This design comes from an exercise in tuning for small area, a short achievable clock period and few clock cycles per item on the open sky130 flow, not from production work. Where RTL was checked, it was by simulation tests only, not by an equivalence proof against the original. Power figures rest on the tool's default switching activity, not on a simulated workload.

== north ==
// lora_rx_decoder
module lora_rx_decoder (
    input  wire        clk,
    input  wire        rst,           
    input  wire        start,
    input  wire [3:0]  cfg_sf,        
    input  wire [3:0]  cfg_ppm,       
    input  wire [2:0]  cfg_rdd,       
    input  wire        cfg_explicit,  
    input  wire        sym_valid,
    output wire        sym_ready,
    input  wire [15:0] sym_data,
    output wire        out_valid,
    input  wire        out_ready,
    output wire [7:0]  out_data
);
For scale: roughly 880 cells after synthesis, roughly 250 flip-flops, about 43 I/O pins, about 12,000 um2 of cells after synthesis.
export LEC_CHECK = 0
export CAP_MARGIN = 20
export CORE_MARGIN = 2
export CORE_UTILIZATION = 40
export SETUP_SLACK_MARGIN = 5
export SLEW_MARGIN = 20
create_clock -name core_clock -period 9.0 [get_ports {clk}]
run.sh (not shown) runs the stock make flow with config.mk's settings and CLKGATE_MAP_FILE= SYNTH_SCRIPT=/design/flow/synth_recipe.tcl, a recipe that flattens the netlist after the stock synthesis.
north went all the way through synthesis, placement and routing and the layout is clean on timing, DRC and antenna.
[inputs] south vs north
- SETUP_SLACK_MARGIN removed (was 5)
[summary]
south | stages: all done | timing, DRC, antenna: all pass
On south: final-layout fill cell count is about 1.6% lower than what north gave.
Looking at routed wire length across both flows, south is the stronger of the two, with north trailing.
north vs south, end of the critical path: sb[2][0] vs sb[5][7]
The lower met1 wire length of south and north is in south.
The faster design of the two is north; south tops out lower.
Compared south vs north, and sequential share of layout area is up in south.
Any difference in power share of the combinational group between south and north is small enough to ignore.
Against north, half-perimeter wire length after detailed placement in south fell slightly.
On non-filler instance count after layout, north tracks south almost exactly.
Looking at area taken by multi-input logic gates, south sits about 1.9% lower than north does.
Re placer congestion estimate: south is 0.47% down on north.
[inputs] east vs south
==> flow/flow/run.sh (new file) <==
#!/bin/bash
# Standard layout, with timing repair aimed 6.2 ns below the clock period
# (ORFS SETUP_SLACK_MARGIN), so that the layout achieves a shorter period.
bash standard.sh SETUP_SLACK_MARGIN=6.2 finish > standard.log 2>&1
==> flow/standard.sh (new file) <==
#!/bin/bash
# synth_recipe.tcl (not shown) runs the flow's synth.tcl, then flattens the netlist and writes it again
# the make line also repeats each setting of config.mk as NAME=value (left out here)
make -C /OpenROAD-flow-scripts/flow DESIGN_CONFIG=/design/flow/config.mk WORK_HOME=/design/flow/orfs CLKGATE_MAP_FILE= SYNTH_SCRIPT=/design/flow/synth_recipe.tcl "${@:-finish}"
removed: flow/run.sh
Findings:
- east vs south, critical path launch point: in_rb vs out_ready
- east vs south on register share of the cell area: east is the lower one.
- Share of the clock period used by the worst path, south and east, lower one = east.
- Against south, the final cell area of east is higher.
- Compared with south, east shows a fmax that is 35% higher.
No run of this note included a check of the RTL's function; only the layout flow was run.


Setup of build 63:
lora_rx_decoder, a different RTL version from the one above (not shown whole).
For scale: roughly 1200 cells after synthesis, ~270 flip-flops, ~43 I/O pins, ~12000 sq um of cells after synthesis.
Settings: LEC_CHECK=0, CAP_MARGIN=20, CORE_MARGIN=2, CORE_UTILIZATION=40, SLEW_MARGIN=20; clock period 9.0 ns.
standard.sh (not shown) runs the stock make flow with config.mk's settings and CLKGATE_MAP_FILE= SYNTH_SCRIPT=/design/flow/synth_recipe.tcl, a recipe that flattens the netlist after the stock synthesis.
==> flow/flow/run.sh <==
#!/bin/bash
bash standard.sh 'SETUP_SLACK_MARGIN=5.8' 'MATCH_CELL_FOOTPRINT=0' 'BUFFER_PORTS_ARGS=-buffer_cell sky130_fd_sc_hd__buf_2' 'CTS_BUF_LIST=sky130_fd_sc_hd__clkbuf_8' 'CTS_CLUSTER_SIZE=16' 'CTS_CLUSTER_DIAMETER=60' 'ABC_AREA=1' finish > standard.log 2>&1
Testbench counts of build 63, summed over its fixed seeds: cycles 7,995, bytes 6,173.
diff inputs: build 63 => build 25
==> flow/flow/run.sh <==
#!/bin/bash
bash standard.sh 'SETUP_SLACK_MARGIN=6.0' 'MATCH_CELL_FOOTPRINT=0' 'BUFFER_PORTS_ARGS=-buffer_cell sky130_fd_sc_hd__buf_2' 'CTS_BUF_LIST=sky130_fd_sc_hd__clkbuf_8' 'CTS_CLUSTER_SIZE=16' 'CTS_CLUSTER_DIAMETER=60' 'ABC_AREA=1' 'PLACE_DENSITY=0.7' finish > standard.log 2>&1
Notes after the runs:
- In terms of post-route cell area, build 25 and build 63 differ only marginally.
- When the final numbers for build 63 and build 25 were put side by side, the post-layout total power turned out to be smaller in build 25.
- in -> reg as the critical path class was reported by build 25, and reg -> reg by build 63.
- On build 25: power in the clock group is 20% lower than what build 63 gave.
- Against build 63, first-pass GRT wire length in build 25 fell by a few percent.
- Sequential-to-total area share from yosys stat: build 25 vs build 63 identical
- Number of buffers and inverters on the critical path ended up 1 higher on build 25 than on build 63.
- Logic gate share of total power, build 63 and build 25: higher on build 25
- Build 63 has a higher clock share of power than build 25.
Input changes introduced in build 86 (baseline for comparison: build 25):
==> flow/flow/run.sh <==
#!/bin/bash
bash standard.sh 'SETUP_SLACK_MARGIN=6.1' 'MATCH_CELL_FOOTPRINT=0' 'BUFFER_PORTS_ARGS=-buffer_cell sky130_fd_sc_hd__buf_1' 'CTS_BUF_LIST=sky130_fd_sc_hd__clkbuf_8' 'CTS_CLUSTER_SIZE=16' 'CTS_CLUSTER_DIAMETER=60' 'ABC_AREA=1' finish > standard.log 2>&1
[summary]
- Build 86 finished end to end and its layout was clean on timing, DRC and antenna.
- When build 86 is measured against build 25, its switching power of the nets turns out about 3.8% higher.
- | maximum frequency | build 86 vs build 25 | worse |
- Build 86 has less setup slack than build 25.
- Compared with build 25, build 86 shows a lower sequential share of layout area.
- Compared with build 25, in build 86 final cycle utilization of the critical path went up 0.57 points; peak supply drop went down about 24%.
- As far as post-detailed-placement cell area is concerned, build 25 and build 86 perform about the same.
#### Input delta (build 76 over build 86)
- setting ABC_AREA to 1 for the first time
- setting CTS_CLUSTER_DIAMETER to 60 for the first time
- setting SETUP_SLACK_MARGIN to 5 for the first time
- setting CTS_BUF_LIST to sky130_fd_sc_hd__clkbuf_8 for the first time
- setting CTS_CLUSTER_SIZE to 16 for the first time
==> flow/flow/run.sh <==
#!/bin/bash
# The standard layout (standard.sh: standard synthesis and ORFS flow) with:
#  - resizing not tied to the cell footprint;
#  - the port buffers made with buf_2 cells.
bash standard.sh SETUP_SLACK_MARGIN=6.0 MATCH_CELL_FOOTPRINT=0 \
    'BUFFER_PORTS_ARGS=-buffer_cell sky130_fd_sc_hd__buf_2' finish > standard.log 2>&1
Results
Going from build 86 to build 76, reg2reg setup slack moved down, wire length of the first global-routing pass went down, power attributed to the clock group higher, routed length on met2 rose about 1.3%, detailed-route via count decreased 73. Maximum clock frequency delta (build 76 -> build 86): insignificant. Looking at total detailed-routing wirelength across build 76 and build 86, the one that comes out higher is build 86.
Here is what was changed in the inputs of build 41 compared with build 76.
- CTS_BUF_LIST no longer set, was sky130_fd_sc_hd__clkbuf_8
- CTS_CLUSTER_DIAMETER no longer set, was 60
- ABC_AREA no longer set, was 1
- SETUP_SLACK_MARGIN no longer set, was 5
- CTS_CLUSTER_SIZE no longer set, was 16
==> flow/flow/run.sh <==
#!/bin/bash
bash standard.sh 'SETUP_SLACK_MARGIN=6.0' 'MATCH_CELL_FOOTPRINT=0' 'BUFFER_PORTS_ARGS=-buffer_cell sky130_fd_sc_hd__buf_2' 'CTS_BUF_LIST=sky130_fd_sc_hd__clkbuf_8' 'CTS_CLUSTER_SIZE=16' 'CTS_CLUSTER_DIAMETER=60' 'ABC_AREA=1' finish > standard.log 2>&1
==> results.txt <==
- Build 41 -> build 76: setup slack delta 0, exact match
- Diff build 76 -> build 41: post-layout instance area ~0 delta, maximum frequency from static timing analysis did not really move, reported net switching power about even.
- From build 76 to build 41, met1 routing resource usage after global routing did not move at all.
- Between build 41 and build 76, the mean instance size in the synthesized netlist figures differ only marginally.
- On number of sequential cells, build 76 and build 41 are basically level.
- From build 41 to build 76, leakage power figure did not move at all.

port drivers added, routing unchanged:
In the flow no input, the clock included, has a driving cell. The finished layouts below were timed again as built, in two steps.
Step 1, drivers: a clkbuf_16 drives clk and a buf_2 each remaining input, both assumed.
Step 2 times the ports against the registers' clock, not the clock port: input delays grow and output delays shrink by t, the midpoint of the rising clock arrivals with the driver on.
Three values: no drivers, after step 1, after step 2; two values: the first two.
run	t (ns)	setup slack, ns	worst setup path at the end
north	0.568	5.140 / 5.168 / 4.600	input to register
south	0.577	4.702 / 4.724 / 4.146	input to register
east	0.597	5.818 / 5.818 / 5.439	input to register
build 63	0.611	5.989 / 5.989 / 5.478	input to register
build 25	0.594	6.127 / 6.079 / 5.563	input to register
build 86	0.595	6.076 / 6.032 / 5.644	input to register
build 76	0.607	6.075 / 6.033 / 5.624	input to register
build 41	0.607	6.075 / 6.033 / 5.624	input to register
After both steps every run listed still meets setup and hold. For build 25, which loses most, drivers alone change the setup slack by -0.048 ns; drivers and shift together by -0.564 ns.
